This design comes from an exercise in tuning for small area on the open sky130 flow, not from production work. In this exercise RTL edits were held to simulation tests only and were not proved equivalent to the original. Power and IR drop assume default switching activity.

## oak
Design mcc, start of the top module:
module mcc (
    input  wire        clk,
    input  wire        rst_n,           
    input  wire [3:0]  cfg_slot,        
    input  wire        cmd_valid,
    output wire        cmd_ready,
    input  wire [7:0]  cmd,
    input  wire [7:0]  op_dir,
    input  wire [7:0]  op_mid,
    input  wire [7:0]  op_mt,
    input  wire [7:0]  op_midx,
    input  wire [8:0]  op_len,
    input  wire        op_delay_en,
    input  wire [15:0] op_delay,
    input  wire        op_bufsel,
    input  wire        op_level,
    input  wire [23:0] op_idexp,
    input  wire [8:0]  op_probelen,
    output reg         done,
    output reg  [7:0]  status,
    output wire [7:0]  res,
    output wire [1:0]  phase,
    output wire        ident_valid,
    output reg  [23:0] ident_id,
    output wire [2:0]  setup,
    output reg  [1:0]  reset_out,
    input  wire        txb_we,
    input  wire [5:0]  txb_addr,
    input  wire [7:0]  txb_wdata,
    input  wire        rb_sel,
    input  wire [5:0]  rb_addr,
    output wire [7:0]  rb_data,
    output wire        lnk_tx_valid,
    output wire [7:0]  lnk_tx_data,
    input  wire        lnk_rx_valid,
    input  wire [7:0]  lnk_rx_data,
    input  wire        lnk_err,
    output wire        rst_drive,
    output wire        rst_level,
    input  wire        rst_fail,
    output wire        rdy_sample,
    input  wire        rdy_in,
    input  wire        rdy_fail
);
==> flow/config.mk <==
export PLATFORM = sky130hd
export DESIGN_NAME = mcc
export DESIGN_NICKNAME = mcc
export VERILOG_FILES = /design/flow/design.v
export SDC_FILE = /design/flow/constraint.sdc
export NUM_CORES = 4
export LEC_CHECK = 0
export CAP_MARGIN = 20
export CORE_MARGIN = 2
export CORE_UTILIZATION = 62
export PLACE_DENSITY = 0.75
export SLEW_MARGIN = 20
export SYNTH_HIERARCHICAL = 1
export SYNTH_MINIMUM_KEEP_SIZE = 0
==> flow/constraint.sdc <==
create_clock -name core_clock -period 10.0 [get_ports {clk}]
set_input_delay 2.0000 -clock core_clock [delete_from_list [all_inputs] [get_ports {clk}]]
set_output_delay 2.0000 -clock core_clock [all_outputs]
set_load 0.01 [all_outputs]
standard.sh (not shown) runs the stock make flow with config.mk's settings and CLKGATE_MAP_FILE= SYNTH_SCRIPT=/design/flow/synth_recipe.tcl, a recipe that flattens the netlist after the stock synthesis.
==> flow/flow/run.sh <==
#!/bin/bash
# Layout flow: the standard ORFS flow (standard.sh, unchanged synthesis),
# with two tool options changed:
#  - port buffers use the smallest buffer cell instead of the default choice;
#  - clock tree: larger sink clusters and no dummy loads.
# Every port still gets its buffer, and the clock tree is built by CTS as usual.
set -euo pipefail
export BUFFER_PORTS_ARGS="-buffer_cell sky130_fd_sc_hd__buf_1"
export CTS_ARGS="-sink_clustering_enable -repair_clock_nets -sink_clustering_size 16 -sink_clustering_max_diameter 50 -dont_use_dummy_load -buf_list sky130_fd_sc_hd__clkbuf_8 -root_buf sky130_fd_sc_hd__clkbuf_16"
bash standard.sh > standard_flow.log 2>&1
Changes in pine relative to oak:
- CORE_UTILIZATION: 62 -> 68
- PLACE_DENSITY: 0.75 -> 0.8
diff --git a/flow/flow/run.sh b/flow/flow/run.sh
--- a/flow/flow/run.sh
+++ b/flow/flow/run.sh
@@ -9 +9 @@
-export CTS_ARGS="-sink_clustering_enable -repair_clock_nets -sink_clustering_size 16 -sink_clustering_max_diameter 50 -dont_use_dummy_load -buf_list sky130_fd_sc_hd__clkbuf_8 -root_buf sky130_fd_sc_hd__clkbuf_16"
+export CTS_ARGS="-sink_clustering_enable -repair_clock_nets -sink_clustering_size 32 -sink_clustering_max_diameter 70 -dont_use_dummy_load"
--- outcome ---
Between pine and oak, it is pine whose clock input transition at the sequential cells of the worst setup and hold paths is lower, by 0.02 ns. Relative to oak, power after layout has decreased by 2.0% in pine. pine vs oak, non-clock buffer count went up by about 0.4%. Timing-limited maximum frequency: pine vs oak up about 2.4%. Compared with oak, via count in pine decreased slightly. Across both runs, routing usage on met3 was lower for pine than for oak. pine ended up with a higher slew at the pin closest to its max-slew limit than oak did. [pine] minimum setup slack in the final design rose 0.21 ns relative to oak.

static timing again, ports no longer ideal:
No port has a modelled driver above. Below, the same layouts with a new extraction and two added sets of constraints. Step 1 (the two cells are an assumption about what drives the block):
set clk [get_ports {clk}]
set_driving_cell -lib_cell sky130_fd_sc_hd__clkbuf_16 $clk
set_driving_cell -lib_cell sky130_fd_sc_hd__buf_2 [delete_from_list [all_inputs] $clk]
Step 2 adds t to the input delays and takes it off the output delays; t is the mean of the earliest and latest rising clock arrival at the registers after step 1. Input paths then give back, and output paths get back, about the clock's delay inside the block. a / b / c = ideal / step 1 / step 2; a / b = the first two.
run	t (ns)	slack for setup (ns)	worst setup path at the end
oak	0.678	1.075 / 1.005 / 1.640	input to output
pine	0.683	1.281 / 1.212 / 1.515	input to register
After both steps setup and hold are still met in every run listed.
